From an optimization exercise on the open Yosys and OpenROAD flow, aimed at small area, a short achievable clock period and few clock cycles; shortcuts taken in it are not production practice.
RTL that was checked went through simulation tests only; none was proved equivalent to the original.
No activity file was given, so power comes from the tool's default toggle rates.

## pdk_engine
module pdk_engine (
    input  wire        clk,
    input  wire        rst,
    output wire [9:0]  imem_addr,
    input  wire [15:0] imem_rdata,
    output reg         io_we,
    output reg  [3:0]  io_waddr,
    output wire [7:0]  io_wdata,
    output reg         halted,
    output reg  [2:0]  fault_code,
    output reg         fault_write,
    output wire [15:0] fault_info,
    output wire [15:0] pc_o,
    output wire [15:0] acc_o,
    output wire [7:0]  sp_o,
    output wire [7:0]  flags_o,
    output wire [31:0] cycles_o
);
clock: 8.0 ns
lec_check: 0
cap_margin: 20
core_margin: 2
core_utilization: 55
cts_buf_list: sky130_fd_sc_hd__clkbuf_8
cts_cluster_diameter: 60
cts_cluster_size: 12
place_density: 0.7
setup_slack_margin: 4.9
slew_margin: 20
standard.sh (not shown) runs the stock make flow with config.mk's settings and CLKGATE_MAP_FILE= SYNTH_SCRIPT=/design/flow/synth_recipe.tcl, a recipe that flattens the netlist after the stock synthesis.
==> flow/flow/run.sh <==
#!/bin/bash
# The standard layout (the standard.sh, all ORFS steps unchanged), except
# that the port buffers ORFS puts on every input and output are buf_2 cells
# rather than the library's smallest buffer, which is a slow delay cell.
# make's full output goes to standard.log here; ORFS's own per-step logs are
# under orfs/logs/.
set -euo pipefail
export BUFFER_PORTS_ARGS="-buffer_cell sky130_fd_sc_hd__buf_2"
bash standard.sh > standard.log 2>&1
Testbench counts at the start, summed over its fixed seeds: cycles 43,778.
Rerun with:
CTS_BUF_LIST = sky130_fd_sc_hd__clkbuf_8 sky130_fd_sc_hd__clkbuf_16   (was sky130_fd_sc_hd__clkbuf_8)
CTS_CLUSTER_DIAMETER = 100   (was 60)
CTS_CLUSTER_SIZE = 24   (was 12)
=> The changed run finished clean. Cell area fell by 1.2%. Fmax shrinks by 0.33%. Power shrinks by 1.7%. Die area is unchanged. Final cell count drops by 2.5%. Global-route usage went down by 0.84 points.
Rerun with:
PLACE_DENSITY = 0.6   (was 0.7)
The changed run finished with timing, DRC and antenna clean. Setup slack improves by 0.0039 ns. Design area barely changes. Final cell count hardly moves. Hold slack gains 0.0079 ns. Sequential share of layout area barely changes. Critical path depth is higher by 2. Routed wire length is higher slightly. Non-clock buffer count is higher by 3. Via count goes down by a few percent. First-iteration DRC count decreases by roughly a tenth.
Rerun with:
CTS_BUF_LIST = default   (was sky130_fd_sc_hd__clkbuf_8 sky130_fd_sc_hd__clkbuf_16)
PLACE_DENSITY = 0.7   (was 0.6)
SETUP_SLACK_MARGIN = 4.8   (was 4.9)
After rerunning: Synthesized cell count does not change; register-to-register slack degrades by 0.05 ns; design area decreases by about 1%.
Rerun with:
CTS_BUF_LIST = sky130_fd_sc_hd__clkbuf_8 sky130_fd_sc_hd__clkbuf_16   (was default)
PLACE_DENSITY = 0.8   (was 0.7)
SETUP_SLACK_MARGIN = 4.9   (was 4.8)
What happened: Die area stays the same. Maximum frequency hardly moves. First-iteration DRC count came out higher by about 20%.

* * *

Another version of the RTL of pdk_engine (not shown whole).
For scale: ~140 I/O pins, about 36000 µm² of cells after synthesis.
export LEC_CHECK = 0
export CAP_MARGIN = 20
export CORE_MARGIN = 2
export CORE_UTILIZATION = 55
export CTS_CLUSTER_DIAMETER = 100
export CTS_CLUSTER_SIZE = 24
export PLACE_DENSITY = 0.7
export SETUP_SLACK_MARGIN = 5
export SLEW_MARGIN = 20
create_clock -name core_clock -period 8.0 [get_ports {clk}]
==> flow/flow/run.sh <==
#!/bin/bash
# The standard layout (the standard.sh, all ORFS steps unchanged), except
# that the port buffers ORFS puts on every input and output are buf_4 cells
# rather than the library's smallest buffer, which is a slow delay cell.
# make's full output goes to standard.log here; ORFS's own per-step logs are
# under orfs/logs/.
set -euo pipefail
export BUFFER_PORTS_ARGS="-buffer_cell sky130_fd_sc_hd__buf_4"
bash standard.sh > standard.log 2>&1
The starting point completed with no timing, DRC or antenna violations.
Edit:
==> flow/run.sh (new file) <==
#!/bin/bash
# synth_recipe.tcl (not shown) runs the flow's synth.tcl, then flattens the netlist and writes it again
# the make line also repeats each setting of config.mk as NAME=value (left out here)
make -C /OpenROAD-flow-scripts/flow DESIGN_CONFIG=/design/flow/config.mk WORK_HOME=/design/flow/orfs CLKGATE_MAP_FILE= SYNTH_SCRIPT=/design/flow/synth_recipe.tcl finish
removed: flow/flow/run.sh
removed: flow/standard.sh
Area after synthesis stays the same.
Sequential share of layout area drops by 0.66 points.
Maximum frequency drops by 0.51%.
Routed wire length climbs by about 3%.
Count of clock-buffer cells in the layout drops by 2.
Clock power stays flat.
Worst setup slack got worse by 15 ps.
Final area climbs by about 1.3%.
Sequential power barely changes.
Register-to-register slack got worse by 20 ps.
First-iteration DRC count climbs by about 14%.
No run of this note included a check of the RTL's function; only the layout flow was run.

* * *

Setup of job 1690:
Another version of the RTL of pdk_engine (not shown whole).
Size: about 140 I/O pins, roughly 32,000 sq um of cells after synthesis.
clock: 8.0 ns
lec_check: 0
cap_margin: 20
core_margin: 2
core_utilization: 55
cts_cluster_diameter: 100
cts_cluster_size: 24
place_density: 0.7
setup_slack_margin: 4.9
slew_margin: 20
==> flow/flow/run.sh <==
#!/bin/bash
# The standard layout (the standard.sh, all ORFS steps unchanged), except
# that the port buffers ORFS puts on every input and output are buf_4 cells
# rather than the library's smallest buffer, which is a slow delay cell.
# make's full output goes to standard.log here; ORFS's own per-step logs are
# under orfs/logs/.
set -euo pipefail
export BUFFER_PORTS_ARGS="-buffer_cell sky130_fd_sc_hd__buf_4"
bash standard.sh > standard.log 2>&1
Testbench counts of job 1690, summed over its fixed seeds: cycles 43,778.
For job 7534, these inputs were changed with respect to job 1690:
- a change of SETUP_SLACK_MARGIN from 4.9 to 5
### Flow results
As far as clock latency on the worst-skew pair is concerned, job 7534 and job 1690 perform about the same.
On clock power, job 1690 and job 7534 are neck and neck.
There was hardly any difference in clock-cell share of area between job 1690 and job 7534.
As far as async set-or-reset flop fraction in the synthesized netlist goes, job 7534 and job 1690 are indistinguishable; the numbers are identical.
Diff job 1690 -> job 7534: actual transition at the worst max-transition pin went down 0.013 ns, area of the multi-input gates went up about 2.7%, synthesis-to-layout area growth went up 4.1 points, highest net fanout along the worst path went down 19.
#### Input delta (job 9340 over job 7534)
- a change of SETUP_SLACK_MARGIN from 5 to 4.7
==> run summary <==
Taking job 7534 as the reference, in job 9340 minimum period implied by the final worst setup slack went up 0.15 ns, proportion of power drawn by combinational gates shows a reduction of 2.0 points, met2 track utilization from global routing fell 2.6 points, global placer's final weighted congestion now sits higher, register area share after synthesis stayed essentially flat.
Summary of job 9340 over job 7534: estimated wirelength of the detail-placed design went up 0.48%, routed wire length went down 6100 microns, maximum vdd ir drop went down 17%, share of the cycle needed by the critical path after routing went up 1.9 points, register-to-register slack went down 0.16 ns.
Job 9340: worst setup timing slack at the placement stage 0.43 ns below job 7534

* * *

RTL: one of the versions met above, not the one the previous note started from.
Size in the first run: ~2000 cells after synthesis, ~140 I/O pins.
## pdk_engine
module pdk_engine (
    input  wire        clk,
    input  wire        rst,
    output wire [9:0]  imem_addr,
    input  wire [15:0] imem_rdata,
    output reg         io_we,
    output reg  [3:0]  io_waddr,
    output wire [7:0]  io_wdata,
    output reg         halted,
    output reg  [2:0]  fault_code,
    output reg         fault_write,
    output wire [15:0] fault_info,
    output wire [15:0] pc_o,
    output wire [15:0] acc_o,
    output wire [7:0]  sp_o,
    output wire [7:0]  flags_o,
    output wire [31:0] cycles_o
);
    localparam F_INSN  = 3'd1;
    localparam F_DATA  = 3'd2;
    localparam F_IO    = 3'd3;
    localparam F_OPC   = 3'd5;
    localparam F_STACK = 3'd6;
    reg [15:0]  pc;       
    reg [15:0]  ir;       
    reg         irv;      
    reg         irk;      
    reg         uop2;     
    reg [9:0]   fa;       
    reg         rv;       
    reg [15:0]  acc;
    reg [31:0]  ticks;
    reg [5:0]   ra;       
    reg         rst_q;    
    reg [511:0] dm;       
    reg [127:0] io;       
    reg d_ill, d_dbad, d_iobad, d_sfault;
    reg d_outok;          
    wire [7:0] sp    = io[23:16];
    wire [7:0] spm1  = sp - 8'd1;
    wire sp_push_bad = (sp >= 8'd63);
    wire sp_pop_bad  = (sp == 8'd0) || (sp >= 8'd65);
    wire sp_call_bad = (sp >= 8'd62);
    wire sp_ret_bad  = (sp < 8'd2) || (sp >= 8'd65);
    wire [7:0] flags = io[7:0];
    assign imem_addr  = fa;
    assign pc_o       = pc;
    assign acc_o      = acc;
    assign sp_o       = sp;
    assign flags_o    = flags;
    assign cycles_o   = ticks;
  ...
Settings: LEC_CHECK=0, CAP_MARGIN=20, CORE_MARGIN=2, CORE_UTILIZATION=55, CTS_CLUSTER_DIAMETER=100, CTS_CLUSTER_SIZE=24, PLACE_DENSITY=0.7, SETUP_SLACK_MARGIN=5, SLEW_MARGIN=20; clock period 8.0 ns.
==> flow/flow/run.sh <==
#!/bin/bash
# The standard layout (the standard.sh, all ORFS steps unchanged), except
# that the port buffers ORFS puts on every input and output are buf_2 cells
# rather than the library's smallest buffer, which is a slow delay cell.
# make's full output goes to standard.log here; ORFS's own per-step logs are
# under orfs/logs/.
set -euo pipefail
export BUFFER_PORTS_ARGS="-buffer_cell sky130_fd_sc_hd__buf_2"
bash standard.sh > standard.log 2>&1
Testbench counts at the start, summed over its fixed seeds: cycles 43,778.
Edit:
Settings changed: CTS_CLUSTER_SIZE 24 to 20, SETUP_SLACK_MARGIN 5 to 4.9.
Worst setup slack stays flat.
Power came out higher by 1.1%.
Clock power came out higher by about 6%.
Count of clock-buffer cells in the layout came out higher by 4.

* * *

Starting RTL as in the previous note.
export LEC_CHECK = 0
export CAP_MARGIN = 20
export CORE_MARGIN = 2
export CORE_UTILIZATION = 55
export CTS_CLUSTER_DIAMETER = 100
export CTS_CLUSTER_SIZE = 24
export PLACE_DENSITY = 0.7
export SETUP_SLACK_MARGIN = 4.9
export SLEW_MARGIN = 20
create_clock -name core_clock -period 8.0 [get_ports {clk}]
==> flow/flow/run.sh <==
#!/bin/bash
# The standard layout (the standard.sh, all ORFS steps unchanged), except
# that the port buffers ORFS puts on every input and output are buf_4 cells
# rather than the library's smallest buffer, which is a slow delay cell.
# make's full output goes to standard.log here; ORFS's own per-step logs are
# under orfs/logs/.
set -euo pipefail
export BUFFER_PORTS_ARGS="-buffer_cell sky130_fd_sc_hd__buf_4"
bash standard.sh > standard.log 2>&1
The baseline passed the timing, design-rule and antenna checks.
Testbench counts at the start, summed over its fixed seeds: cycles 43,778.
Change:
==> flow/flow/run.sh (replaced) <==
#!/bin/bash
# The standard layout (the standard.sh, all ORFS steps unchanged), except
# that the port buffers ORFS puts on every input and output are buf_2 cells
# rather than the library's smallest buffer, which is a slow delay cell.
# make's full output goes to standard.log here; ORFS's own per-step logs are
# under orfs/logs/.
set -euo pipefail
export BUFFER_PORTS_ARGS="-buffer_cell sky130_fd_sc_hd__buf_2"
bash standard.sh > standard.log 2>&1
Effect: Fmax is higher by 0.62%; routed wire length fell by 2.7%; count of clock-buffer cells in the layout drops by 1; total power fell by 0.35%.

-- what the ideal ports hide --
How much do the figures lean on ideal ports? The routed layouts below were timed once more, with nothing changed but the port constraints.
Step 1, drivers: a clkbuf_16 drives clk and a buf_2 each remaining input, both assumed.
Step 2, shift: input delay + t, output delay - t, t = (earliest + latest rising clock arrival at the registers) / 2. This alone moves slack from input paths to output paths.
Slacks: no drivers / after step 1 / after step 2; pairs: no drivers / after step 1.
run | t, ns | setup slack, ns | hold slack, ns | worst setup path after step 2
the first run of note 1 | 0.742 | 4.911 / 4.888 / 4.284 | 0.476 / 0.476 / 0.476 | input to register
the second run of note 1 | 0.656 | 4.901 / 4.849 / 4.435 | 0.476 / 0.476 / 0.476 | input to register
the third run of note 1 | 0.661 | 4.905 / 4.863 / 4.415 | 0.484 / 0.484 / 0.484 | input to register
the fourth run of note 1 | 0.655 | 4.853 / 4.801 / 4.428 | 0.484 / 0.484 / 0.484 | input to register
the fifth run of note 1 | 0.659 | 4.852 / 4.793 / 4.382 | 0.480 / 0.480 / 0.480 | input to register
the first run of note 2 | 0.682 | 5.004 / 5.004 / 4.450 | 0.382 / 0.382 / 0.382 | input to register
the second run of note 2 | 0.676 | 4.988 / 4.979 / 4.364 | 0.395 / 0.395 / 0.395 | input to register
job 1690 | 0.667 | 4.862 / 4.814 / 4.554 | 0.475 / 0.475 / 0.475 | input to register
job 7534 | 0.663 | 4.902 / 4.843 / 4.435 | 0.472 / 0.472 / 0.472 | input to register
job 9340 | 0.661 | 4.752 / 4.711 / 4.529 | 0.479 / 0.479 / 0.479 | input to register
the first run of note 4 | 0.646 | 4.898 / 4.898 / 4.372 | 0.509 / 0.509 / 0.509 | input to register
the second run of note 4 | 0.668 | 4.897 / 4.846 / 4.409 | 0.501 / 0.501 / 0.501 | input to register
the first run of note 5 | 0.657 | 4.889 / 4.828 / 4.490 | 0.497 / 0.497 / 0.497 | input to register
the second run of note 5 | 0.657 | 4.908 / 4.848 / 4.446 | 0.479 / 0.479 / 0.479 | input to register
After both steps every run listed still meets setup and hold. The setup slack of the first run of note 1, which loses most, moves by -0.023 ns with the drivers and by -0.627 ns with both steps.
